Background: an optimization exercise with open tools, aiming at small area. Do not read the settings as production practice.
The RTL of this run was laid out without a check of its function.
No activity file was given, so power comes from the tool's default toggle rates.

==> flow/design.v <==
module esfp_rx #(
    parameter BUF_SIZE = 1514
) (
    input  wire         clk,
    input  wire         rst,         
    input  wire [127:0] lip,         
    input  wire         rx_valid,
    input  wire [7:0]   rx_data,
    input  wire         rx_last,
    output reg          done,
    output reg  [4:0]   disp,
    output reg          ck_done,
    output reg          ckok,
    output wire [31:0]  ckacc,
    output wire [15:0]  ckres
);
    localparam [4:0] DROP_OVERSIZE = 5'd1,  DROP_SHORT    = 5'd2,  DROP_ETHERTYPE = 5'd3,
                     DROP_VERSION  = 5'd4,  DROP_LENGTH   = 5'd5,  DROP_UL_SHORT  = 5'd6,
                     DROP_UDP_LEN  = 5'd7,  DROP_CKSUM    = 5'd8,  IGN_NH         = 5'd9,
                     IGN_ICMP_TYPE = 5'd10, IGN_NS_TARGET = 5'd11, REPLIED_NA     = 5'd12,
                     REPLIED_ECHO  = 5'd13, DELIVERED_NA  = 5'd14, DELIVERED_UDP  = 5'd15;
    function [26:0] radd;
        input [25:0] a;
        input [25:0] b;
        input        c;
        integer i;
        reg cy;
        begin
            cy = c;
            for (i = 0; i < 26; i = i + 1) begin
                radd[i] = a[i] ^ b[i] ^ cy;
                cy = (a[i] & b[i]) | (cy & (a[i] ^ b[i]));
            end
            radd[26] = cy;
        end
    endfunction
    function rlt11;
        input [10:0] a;
        input [10:0] b;
        integer i;
        reg lt;
        begin
            lt = 1'b0;
            for (i = 0; i < 11; i = i + 1)
                lt = (~a[i] & b[i]) | (~(a[i] ^ b[i]) & lt);
            rlt11 = lt;
        end
    endfunction
    localparam [10:0] Q0   = 11'd1994;           
    localparam [10:0] QSAT = 11'd1461;           
    reg  [10:0] q;
    reg  [10:0] plen;        
    reg  [1:0]  cls;
    reg         x, y;
    reg         tgt_eq;      
    wire        nh_udp  = cls == 2'd1;
    wire        nh_icmp = cls == 2'd2;
    wire        hdr_bad = cls == 2'd3;
    wire [1:0]  ty      = {y, x};
    reg  [15:0] fld;         
    reg  [25:0] acc;         
    reg         c16;         
    reg         seg;         
    reg         eac;         
    reg         fin1, fin2, fin3;  
    wire        neg     = (&q[10:6]) && (q[5] || q[4] || (q[3] && (q[2] || q[1])));
    wire        in_addr = &q[10:5];                  
    wire        is_fld  = (nh_icmp && q[10:1] == 10'd1) || (nh_udp && q[10:1] == 10'd3);
    wire        p18     = q == Q0 + 11'd18;
    wire        p19     = q == Q0 + 11'd19;
    wire        p20     = q == Q0 + 11'd20;
    wire        summed  = in_addr || p18 || p19 || p20 || (seg && !is_fld);
    wire        lowb    = q[0] || p20;               
    wire [7:0]  addb    = (rx_valid && summed) ? rx_data : 8'd0;
    wire [15:0] acc_b   = p18 ? 16'd0 : acc[15:0];
    wire [26:0] lo_n    = radd({10'd0, acc_b}, lowb ? {18'd0, addb} : {10'd0, addb, 8'd0}, 1'b0);
    wire [26:0] hi_n    = radd({16'd0, acc[25:16]}, 26'd0, c16);
    wire        qsat    = q == QSAT;
    wire [26:0] q_n     = radd({15'd0, q}, 26'd0, rx_valid && !qsat);
    wire [10:0] q_nx    = done ? Q0 : q_n[10:0];
    wire [3:0]  tk      = {~q[3], q[2:0]};
    reg  [7:0]  lip_b;
    integer k;
    always @(*) begin
        lip_b = 8'd0;
        for (k = 0; k < 16; k = k + 1)
            lip_b = lip_b | (lip[8*(15 - k) +: 8] & {8{tk == k}});
    end
    wire        in_tgt  = q[10:3] == 8'd1 || q[10:3] == 8'd2;
    wire [15:0] nlo     = ~acc[15:0];
    wire [15:0] nhi     = {6'h3F, ~acc[25:16]};
    wire [26:0] fold0   = radd({10'd0, nlo}, {10'd0, nhi}, 1'b0);
    wire [7:0]  plen_b  = q[0] ? plen[7:0] : {5'd0, plen[10:8]};
    always @(posedge clk) begin
        if (rst) begin
            q    <= Q0;
            fin1 <= 1'b0;
            fin2 <= 1'b0;
            fin3 <= 1'b0;
            done <= 1'b0;
        end else begin
            fin1 <= rx_valid && rx_last;
            fin2 <= fin1;
            fin3 <= fin2;
            done <= fin3;
            q    <= q_nx;
        end
        seg         <= rlt11(q_nx, plen);
        acc[15:0]   <= lo_n[15:0];
        c16         <= lo_n[16];
        acc[25:16]  <= p18 ? 10'd0 : hi_n[9:0];
        eac         <= fold0[16];
        ckok        <= ckres == fld;
        if (rx_valid) begin
            if (q == Q0 + 11'd12) begin
                cls <= (rx_data != 8'h86) ? 2'd3 : 2'd0;
                x   <= 1'b0;
            end
            if (q == Q0 + 11'd13 && rx_data != 8'hDD) cls <= 2'd3;
            if (q == Q0 + 11'd14 && !hdr_bad && rx_data[7:4] != 4'd6) begin
                cls <= 2'd3;
                x   <= 1'b1;
            end
            if (p18) begin
                plen[10:8] <= (|rx_data[7:3]) ? 3'b111 : rx_data[2:0];
            end
            if (p19) plen[7:0] <= rx_data;
            if (p20) begin
                if (!hdr_bad)
                    cls <= (rx_data == 8'd58) ? 2'd2 : (rx_data == 8'd17) ? 2'd1 : 2'd0;
            end
            if (q == 11'd0) begin
                y <= rx_data == 8'd135 || rx_data == 8'd136;
                if (nh_icmp) x <= rx_data == 8'd128 || rx_data == 8'd136;
            end
            if (q == 11'd4 && nh_udp) x <= rx_data == plen_b;
            if (q == 11'd5 && nh_udp && rx_data != plen_b) x <= 1'b0;
            if (in_tgt) tgt_eq <= (tgt_eq || q == 11'd8) && rx_data == lip_b;
            if (is_fld) fld <= {fld[7:0], rx_data};
        end
    end
    wire [26:0] fold2   = radd({10'd0, nlo}, {10'd0, nhi}, eac);
    assign ckres  = fold2[15:0];
    assign ckacc  = {6'd0, acc};
    wire lt4  = plen[10:2] == 9'd0;
    wire lt8  = plen[10:3] == 8'd0;
    wire lt24 = plen[10:5] == 6'd0 && !(plen[4] && plen[3]);
    always @(*) begin
        ck_done = 1'b0;
        if (qsat)
            disp = DROP_OVERSIZE;
        else if (neg)
            disp = DROP_SHORT;
        else if (hdr_bad)
            disp = x ? DROP_VERSION : DROP_ETHERTYPE;
        else if (seg)
            disp = DROP_LENGTH;
        else if (nh_icmp) begin
            if (lt4)
                disp = DROP_UL_SHORT;
            else begin
                ck_done = 1'b1;
                if (!ckok)
                    disp = DROP_CKSUM;
                else if (ty[1] && lt24)
                    disp = DROP_UL_SHORT;
                else if (ty == 2'd2)
                    disp = tgt_eq ? REPLIED_NA : IGN_NS_TARGET;
                else if (ty == 2'd3)
                    disp = DELIVERED_NA;
                else if (ty == 2'd1)
                    disp = REPLIED_ECHO;
                else
                    disp = IGN_ICMP_TYPE;
            end
        end else if (nh_udp) begin
            if (lt8)
                disp = DROP_UL_SHORT;
            else if (!x)
                disp = DROP_UDP_LEN;
            else begin
                ck_done = 1'b1;
                disp    = ckok ? DELIVERED_UDP : DROP_CKSUM;
            end
        end else
            disp = IGN_NH;
    end
endmodule
==> flow/flow/run.sh <==
#!/bin/bash
# Own layout flow: the standard flow with these changes.
#  - synthesis: the standard flow's script, with an area-oriented ABC script and full
#    adders only in the adder extraction (registers are unchanged);
#  - port buffers: the smallest buffer cell instead of the default choice;
#  - clock tree: no dummy load cells.
set -euo pipefail
HERE=$(pwd)
sed "1a source $HERE/flow/synth_override.tcl" synth_recipe.tcl > own_synth.tcl
sed "s#SYNTH_SCRIPT=[^ ]*#SYNTH_SCRIPT=$HERE/own_synth.tcl#" standard.sh > own_standard.sh
export BUFFER_PORTS_ARGS="-buffer_cell sky130_fd_sc_hd__buf_1"
export CTS_ARGS="-sink_clustering_enable -repair_clock_nets -dont_use_dummy_load -buf_list sky130_fd_sc_hd__clkbuf_8"
bash own_standard.sh > own_flow.log 2>&1
==> flow/flow/abc.script <==
strash
&get -n
&fraig -x
&put
scorr
dc2
strash
&get -n
&dch -f
&nf -R 1000
&put
==> flow/flow/synth_override.tcl <==
# Read by the synthesis script before ORFS's synth.tcl: map the logic with
# this flow's ABC script (an area-oriented one), extract only full adders
# (no half adders) for the adder mapping, and buffer pass-through wires with
# the smallest buffer.
set ::env(MIN_BUF_CELL_AND_PORTS) "sky130_fd_sc_hd__buf_1 A X"
set own_abc_script [file join [file dirname [info script]] abc.script]
proc abc {args} {
  global own_abc_script
  set i [lsearch -exact $args -script]
  if { $i >= 0 } { set args [lreplace $args [expr {$i + 1}] [expr {$i + 1}] $own_abc_script] }
  puts "abc (own flow): $args"
  yosys abc {*}$args
}
proc extract_fa {args} {
  puts "extract_fa (own flow): -fa"
  yosys extract_fa -fa
}
==> flow/standard.sh <==
#!/bin/bash
# synth_recipe.tcl (not shown) runs the flow's synth.tcl, then flattens the netlist and writes it again
# the make line also repeats each setting of config.mk as NAME=value (left out here)
make -C /OpenROAD-flow-scripts/flow DESIGN_CONFIG=/design/flow/config.mk WORK_HOME=/design/flow/orfs CLKGATE_MAP_FILE= SYNTH_SCRIPT=/design/flow/synth_recipe.tcl "${@:-finish}"
==> flow/config.mk <==
export PLATFORM = sky130hd
export DESIGN_NAME = esfp_rx
export DESIGN_NICKNAME = esfp_rx
export VERILOG_FILES = /design/flow/design.v
export SDC_FILE = /design/flow/constraint.sdc
export NUM_CORES = 4
export LEC_CHECK = 0
export ABC_CLOCK_PERIOD_IN_PS = 10000
export CAP_MARGIN = 20
export CORE_MARGIN = 2
export CORE_UTILIZATION = 65
export SLEW_MARGIN = 20
==> flow/constraint.sdc <==
create_clock -name core_clock -period 10.0 [get_ports {clk}]
set_input_delay 2.0000 -clock core_clock [delete_from_list [all_inputs] [get_ports {clk}]]
set_output_delay 2.0000 -clock core_clock [all_outputs]
set_load 0.01 [all_outputs]
==> results.cfg <==
[run_status]
status = no timing/DRC/antenna violations

[place]
hpwl_um = 14100
gp_routability_congestion = 0.964
pre_cts_ws_ns = 1.08
port_buffers = 188

[timing]
finalHoldViolations = 0
report.final.setup_viol = 0
tightest_slew_ns = 1.12
setup_tns_ns = 0
setup_slack_ns = 1.22
period_minus_slack_ns = 8.78
finalClockSkew_ns = 0.0297
timing.fmax_ghz = 0.114
grt_setup_unrepaired = false
slew_viol_final = 0
fin_crit_sh_pct = 87.8
max-slew-margin-rel_pct = 24.3

[cts]
cts_sinks = 77
h-tree-depth = 3
cts.clk_slew.worst_paths_ns = 0.08
cts_hold_buf = 0
clock_path_buffers = 2
root_buffer = clkbuf_8
post_cts_resized = 0
post_cts_buffers = 0
numCtsBuffers = 9
clock_latency_ns = 0.35
cts_tree = built

[floorplanning]
design.core.area_mm2 = 0.00765
rows = 32
die_area_mm2 = 0.00850
io-pin-count = 196
die_h_um = 92.2
start_util_pct = 66.1
fp.dieW_um = 92.2

[setup_path]
slowest_stage = fa_1
crit_path_end_kind = flop
crit_chain = buf_1 > buf_4 > a21boi_0 > nand2_1 > nor3_1 > fa_1 > fa_1 > fa_1 > fa_1 > fa_1 > fa_1 > fa_1 > fa_1 > fa_1 > fa_1 > fa_1 > fa_1 > clkinv_1 > fa_1 > clkinv_1 > fa_1 > clkinv_1 > fa_1 > clkinv_1
crit_type = input port to flop
worstPathArrival_ns = 9.07
path_max_fanout = 12
slowest_delay_ns = 0.43
worstPathRequired_ns = 10.29
startpoint_type = input port
cpMostUsedCell = fa_1

[synth]
synth_seq_cells = 77
syn_inst = 576
async_flop_share_pct = 0
synth_edf_count = 32
ys.flop_type = dfxtp_1
synth_top_cell_area_share_pct = 19.0
synth_cell_type_count = 48
syn_area_per_cell_um2 = 8.78
synth_common_cells = 72 x nor2_1, 65 x nand2_1, 45 x dfxtp_1, 32 x clkinv_1, 32 x edfxtp_1
ys_top_cells_by_area = edfxtp_1 19%, dfxtp_1 18%, fa_1 9.9%
synth_area_mm2 = 0.00506
synth_warnings = 1
ys_seq_area_share_pct = 36.8
synth_area_leader_cell = edfxtp_1
yosysMostFrequentCell = nor2_1

[detailed_routing]
initialDrtViolationCount = 888
drc = 0
dr.pass1.iters = 8
ant_nets = 0
wl_per_cell_um = 21.2
drt_wl_total_um = 18700
drt-vias-per-instance = 6.74
vias = 5933

[grt]
grt_overflow_total = 0
grt_pass1_wl_um = 28700
grt.met2_usage_pct = 75.2
top_usage_layer = met2
antenna_found_initial = 0
met1_usage_pct = 52.4
met3_usage_pct = 10.1
grt_max_degree = 21
groute.usage.overall_pct = 44.3
grt_pass1_vias = 5543

[pwr]
vdd_drop_max_v = 0.0000757
power.density_mw_per_mm2 = 108
p_leak_nw = 2.13

[layout]
drive_gt1_share_pct = 2.06
area_growth_pct = 19.9
nFillCells = 478
diodes = 0
fin_nets = 945

[flow_run]
maxCapViolations = 0

[worst_hold_path]
hold_class = flop to flop
state kept, by name, summed over array words and instances, names as in the netlist:
name / count
plen: 11
cls: 2
y: 1
q: 11
c16: 1
ckok: 1
x: 1
tgt_eq: 1
fin3: 1
eac: 1
fin2: 1
seg: 1
fld: 16
acc: 26
fin1: 1
done: 1
where the power goes:
part	internal (mW)	switching, mW
sequential	0.333	0.0133
clock	0.0805	0.102
combinational	0.0482	0.0766
total	0.461	0.192
stage by stage:
stage               hold slack (ns)  utilization (%)  total power, mW  cells  instance area, um^2
floorplan                     0.414                -            0.415    582                 5080
global placement              0.420             77.6            0.469    871                 5940
detailed placement            0.429             77.6            0.472    871                 5940
CTS                           0.436             79.3            0.648    880                 6060
global route                  0.462             79.3            0.675    880                 6060
finish                        0.437             79.3            0.653    880                 6060
critical path: cells and delay by family:
| kind | cells | cell delay (ns) |
|---|---|---|
| compound gates | 1 | 0.30 |
| fa+ha+maj | 15 | 5.84 |
| buf+inv | 6 | 0.52 |
| simple gates | 2 | 0.38 |
final cells by class:
| cell class | count | area (um^2) | share of cell area, % |
|---|---|---|---|
| sequential | 77 | 1860 | 30.7 |
| clock buffer | 9 | 124 | 2.04 |
| multi-input combinational | 466 | 3080 | 50.8 |
| inverter | 32 | 120 | 1.98 |
| timing repair buffer | 194 | 751 | 12.4 |
| tap | 102 | 128 | 2.11 |
final timing paths:
path	start	to	slack [ns]	cells past startpoint
max	rx_valid	acc[15]	1.22	24
min	fin2	fin3	0.44	1
max reg2reg	q[0]	acc[15]	1.25	26
min reg2reg	fin2	fin3	0.44	1
logic make-up (layout without fill, tap and decap cells):
| group | Yosys count | in the layout | share of synthesized area [%] |
|---|---|---|---|
| muxes | 3 | 3 | 0.594 |
| DFF | 77 | 77 | 36.8 |
| and+or+nand+nor | 260 | 260 | 24.7 |
| xor gates and xnor gates | 24 | 24 | 4.16 |
| buffers and inverters | 39 | 235 | 2.90 |
| other | 1 | 7 | 0.0742 |
| AOI/OAI and AO/OA | 146 | 146 | 20.7 |
| adders and majority gates | 26 | 26 | 10.1 |
cell usage in the layout (no fill, tap or decap), types with 9 or more instances in the layout:
cell type | synthesis | final
a21oi_1 | 31 | 31
a221oi_1 | 9 | 9
a222oi_1 | 25 | 25
a22oi_1 | 18 | 18
and2_0 | 17 | 17
and3_1 | 12 | 12
buf_1 | 7 | 188
clkbuf_8 | 0 | 9
clkinv_1 | 32 | 32
dfxtp_1 | 45 | 45
edfxtp_1 | 32 | 32
fa_1 | 25 | 25
nand2_1 | 65 | 65
nand3_1 | 21 | 21
nand4_1 | 11 | 11
nor2_1 | 72 | 72
nor3_1 | 22 | 22
o21ai_0 | 20 | 20
o22ai_1 | 9 | 9
or3_1 | 9 | 9
xnor2_1 | 18 | 18
per-layer routing:
metal,routed length [um],vias up
li1,-,2573
met1,6500,2703
met2,8880,534
met3,2140,123
met4,1170,0
met5,0,-

==> port drivers added, routing unchanged <==
How much do the figures lean on ideal ports? The routed layout below was timed once more, with nothing changed but the port constraints. Step 1, drivers: a clkbuf_16 drives clk and a buf_2 each remaining input, both assumed. Step 2 also shifts input and output timing later by t, the mid clock arrival at the registers, as if the neighbouring blocks saw the same clock. Slacks: no drivers / after step 1 / after step 2; pairs: no drivers / after step 1.
t (ns): 0.376
slack for setup (ns): 1.216 / 1.229 / 0.853
hold slack, ns: 0.437 / 0.437 / 0.437
worst register clock-pin slew, ns: 0.09 / 0.09
worst data-port slew with drivers (ns): 0.06
After both steps this run still meets setup and hold. For this run, drivers alone change the setup slack by +0.013 ns; drivers and shift together by -0.363 ns.
